Context: an optimization exercise on an open-source flow, tuned for small area, a short achievable clock period and few clock cycles per item. The choices shown serve that exercise and are no tape-out recipe.
In this exercise RTL edits were held to simulation tests only and were not proved equivalent to the original.
Power is estimated from default activity; no workload was simulated.

job 686:
## msr_codec
module msr_codec (
    input  wire       clk,
    input  wire       rst,
    input  wire       cmd_valid,
    output wire       cmd_ready,
    input  wire [1:0] cmd_op,       
    input  wire [1:0] cmd_track,    
    input  wire [7:0] cmd_len,      
    input  wire       in_valid,
    output wire       in_ready,
    input  wire [7:0] in_data,
    output wire       out_valid,
    input  wire       out_ready,
    output wire [7:0] out_data,
    output wire       rsp_valid,
    input  wire       rsp_ready,
    output wire [3:0] rsp_err,      
    output wire       rsp_flag,     
    output wire [7:0] rsp_index,    
    output wire [7:0] rsp_char,     
    output wire [7:0] lrc
);
    localparam OP_ENCODE = 2'd0;
    localparam OP_DECODE = 2'd1;
    localparam OP_REVERSE = 2'd2;
    localparam OP_LRCCHK = 2'd3;
    reg        busy;          
    reg        cmd_rdy;
    reg        trk1;          
    reg        enc;           
    reg        pt;            
    reg        rev;           
    reg        lrcop;         
    reg [7:0]  len;
    reg        len1;          
    reg        len2;          
    reg [7:0]  rem;           
    reg        rem1;          
    reg        remnz;         
    reg        in_rdy;
    reg        in_done;       
    reg        bad;
    reg [7:0]  bad_index;
    reg [7:0]  bad_char;
    reg [3:0]  err_q;
    reg        flag_q;
    reg [5:0]  acc;           
    reg [7:0]  lrc_q;
    reg        rsp_v;
    reg        started;       
    reg [7:0]  wp;            
    reg [7:0]  rp;            
    reg        ck_done;       
    reg        ov;            
    reg        v1;            
    reg [7:0]  q0, q1;
    function [5:0] rev6(input [5:0] v);
        rev6 = {v[0], v[1], v[2], v[3], v[4], v[5]};
    endfunction
    function [3:0] rev4(input [3:0] v);
        rev4 = {v[0], v[1], v[2], v[3]};
    endfunction
    function [7:0] rev8(input [7:0] v);
        rev8 = {v[0], v[1], v[2], v[3], v[4], v[5], v[6], v[7]};
    endfunction
    function [7:0] unit_c(input t1, input [5:0] c);
        unit_c = t1 ? {1'b0, c[0], c[1], c[2], c[3], c[4], ~c[5], ^c[5:0]}
                    : {3'b000, c[0], c[1], c[2], c[3], ~^c[3:0]};
    endfunction
    wire cmd_fire = cmd_valid && cmd_rdy;
  ...
clock: 10.0 ns
lec_check: 0
cap_margin: 20
core_margin: 2
core_utilization: 40
place_density: 0.6
slew_margin: 20
standard.sh (not shown) runs the stock make flow with config.mk's settings and CLKGATE_MAP_FILE= SYNTH_SCRIPT=/design/flow/synth_recipe.tcl, a recipe that flattens the netlist after the stock synthesis.
==> flow/flow/run.sh <==
#!/bin/bash
set -euo pipefail
bash standard.sh SETUP_SLACK_MARGIN=7 finish > orfs_make.log 2>&1
Testbench counts of job 686, summed over its fixed seeds: cycles 25,403, ops 192.
> inputs changed (job 686 -> job 8968)
==> flow/run.sh (new file) <==
#!/bin/bash
# synth_recipe.tcl (not shown) runs the flow's synth.tcl, then flattens the netlist and writes it again
# the make line also repeats each setting of config.mk as NAME=value (left out here)
make -C /OpenROAD-flow-scripts/flow DESIGN_CONFIG=/design/flow/config.mk WORK_HOME=/design/flow/orfs CLKGATE_MAP_FILE= SYNTH_SCRIPT=/design/flow/synth_recipe.tcl finish
removed: flow/flow/run.sh
removed: flow/standard.sh
Findings:
The placed instance area in job 8968 sits 0.92% below the value recorded for job 686. Diff job 686 -> job 8968: global placer's final weighted congestion grew by about 1.8%, share of total power in combinational logic shrank by 0.4 points, total power draw grew by 0.95%. Job 686 finished all stages; the layout is clean. Job 8968 went all the way through synthesis, placement and routing and the layout is clean on timing, DRC and antenna.
The following lists how job 5488 was set up differently from job 8968:
- CTS_BUF_LIST: unset -> sky130_fd_sc_hd__clkbuf_8
==> flow/flow/run.sh (new file) <==
#!/bin/bash
set -euo pipefail
bash standard.sh SETUP_SLACK_MARGIN=6.5 finish > orfs_make.log 2>&1
==> flow/standard.sh (new file) <==
#!/bin/bash
# synth_recipe.tcl (not shown) runs the flow's synth.tcl, then flattens the netlist and writes it again
# the make line also repeats each setting of config.mk as NAME=value (left out here)
make -C /OpenROAD-flow-scripts/flow DESIGN_CONFIG=/design/flow/config.mk WORK_HOME=/design/flow/orfs CLKGATE_MAP_FILE= SYNTH_SCRIPT=/design/flow/synth_recipe.tcl "${@:-finish}"
removed: flow/run.sh
--- outcome ---
- The run with more routed wire is job 5488, not job 8968.
- Of job 8968 and job 5488, the run reporting the lower clock network area share was job 5488.
- Re share of the cycle needed by the critical path after routing: job 8968 and job 5488 aren't equal, and the higher value belongs to job 8968.
- Changes observed in job 5488 relative to job 8968: core occupancy in the finished layout now sits at about the same level, share of the synthesized area in compound gates (AO/OA/AOI/OAI) has remained practically unchanged, clock share of power saw a decrease, total power after layout now sits lower, register-to-register slack went up by 0.50 ns.
- Per the comparison of job 5488 with job 8968, final worst-path setup slack climbed 1.00 ns; design area flat; met1 layer wirelength in the final routing increased by 500 microns relative to the old numbers.
The inputs of job 9167 differ from those of job 5488 as listed below.
- a deleted CTS_BUF_LIST that had been sky130_fd_sc_hd__clkbuf_8
Notes after the runs:
Job 5488 → job 9167: critical path arrival moved up; total number of cells along the worst setup path moved up.
Of job 9167 and job 5488, the lower final cell count belongs to job 9167.
Setup slack in job 9167 is larger than in job 5488.
Delta (job 9167 minus job 5488): proportion of cell area occupied by multi-input gates saw little to no change, standby leakage power went down 0.16 nW, cell area after synthesis held.

========
msr_codec, a different RTL version from the one above (not shown whole).
Size in the first run: about 1600 flip-flops, ~67 I/O pins, ~37000 µm² of cells after synthesis.
==> flow/design.v (excerpt) <==
module msr_codec (
    input  wire       clk,
    input  wire       rst,
    input  wire       cmd_valid,
    output wire       cmd_ready,
    input  wire [1:0] cmd_op,       
    input  wire [1:0] cmd_track,    
    input  wire [7:0] cmd_len,      
    input  wire       in_valid,
    output wire       in_ready,
    input  wire [7:0] in_data,
    output wire       out_valid,
    input  wire       out_ready,
    output wire [7:0] out_data,
    output wire       rsp_valid,
    input  wire       rsp_ready,
    output wire [3:0] rsp_err,      
    output wire       rsp_flag,     
    output wire [7:0] rsp_index,    
    output wire [7:0] rsp_char,     
    output wire [7:0] lrc
);
make LEC_CHECK=0 ABC_AREA=1 CAP_MARGIN=20 CORE_MARGIN=2 CORE_UTILIZATION=40 CTS_CLUSTER_DIAMETER=100 CTS_CLUSTER_SIZE=26 PLACE_DENSITY=0.6 SETUP_SLACK_MARGIN=5 SLEW_MARGIN=20 finish   # period 10.0 ns
run.sh (not shown) runs the stock make flow with config.mk's settings and CLKGATE_MAP_FILE= SYNTH_SCRIPT=/design/flow/synth_recipe.tcl, a recipe that flattens the netlist after the stock synthesis.
Stock flow here: none of the scripts above is used.
Testbench counts at the start, summed over its fixed seeds: cycles 25,597, ops 192.
==> next run, changes <==
==> flow/flow/run.sh (new file) <==
#!/bin/bash
set -euo pipefail
bash standard.sh SETUP_SLACK_MARGIN=7 \
  "CTS_ARGS=-sink_clustering_enable -repair_clock_nets -sink_clustering_size 26 -sink_clustering_max_diameter 100 -dont_use_dummy_load" \
  finish > orfs_make.log 2>&1
==> flow/standard.sh (new file) <==
#!/bin/bash
# synth_recipe.tcl (not shown) runs the flow's synth.tcl, then flattens the netlist and writes it again
# the make line also repeats each setting of config.mk as NAME=value (left out here)
make -C /OpenROAD-flow-scripts/flow DESIGN_CONFIG=/design/flow/config.mk WORK_HOME=/design/flow/orfs CLKGATE_MAP_FILE= SYNTH_SCRIPT=/design/flow/synth_recipe.tcl "${@:-finish}"
Settings changed: CTS_CLUSTER_DIAMETER 100 to unset, CTS_CLUSTER_SIZE 26 to unset, SETUP_SLACK_MARGIN 5 to unset.
removed: flow/run.sh
Area after synthesis stays the same.
Total power drops slightly.
Setup slack gains 0.65 ns.
Final cell count hardly moves.
Global-route usage barely changes.
Synthesized cell count stays the same.
Maximum frequency rises by about a fifth.
First-iteration DRC count went down by a few percent.
Routed wire length rises slightly.
Worst hold slack got worse by 0.031 ns.
Final area climbs slightly.

[port drivers added, routing unchanged]
The results above use ideal ports. As a check the final layouts listed here were re-extracted and re-timed, cells and wires unchanged.
Step 1 (the two cells are an assumption about what drives the block):
set clk [get_ports {clk}]
set_driving_cell -lib_cell sky130_fd_sc_hd__clkbuf_16 $clk
set_driving_cell -lib_cell sky130_fd_sc_hd__buf_2 [delete_from_list [all_inputs] $clk]
Step 2, shift: input delay + t, output delay - t, t = (earliest + latest rising clock arrival at the registers) / 2. This alone moves slack from input paths to output paths.
Three values: no drivers, after step 1, after step 2; two values: the first two.
| run | t (ns) | setup slack, ns | hold WS [ns] | worst setup path at the end |
|---|---|---|---|---|
| job 686 | 0.772 | 6.608 / 6.640 / 5.869 | 0.288 / 0.288 / 0.288 | input to register |
| job 8968 | 0.760 | 5.428 / 5.464 / 4.705 | 0.277 / 0.277 / 0.277 | input to register |
| job 5488 | 0.910 | 6.432 / 6.371 / 5.644 | 0.283 / 0.283 / 0.283 | input to register |
| job 9167 | 0.764 | 6.515 / 6.532 / 5.777 | 0.313 / 0.313 / 0.313 | input to register |
| the first run of note 2 | 0.708 | 6.207 / 6.138 / 5.662 | 0.311 / 0.311 / 0.311 | input to register |
| the second run of note 2 | 0.667 | 6.862 / 6.803 / 6.418 | 0.281 / 0.281 / 0.281 | input to register |
After both steps setup and hold are still met in every run listed. The setup slack of job 5488, which loses most, moves by -0.061 ns with the drivers and by -0.788 ns with both steps.
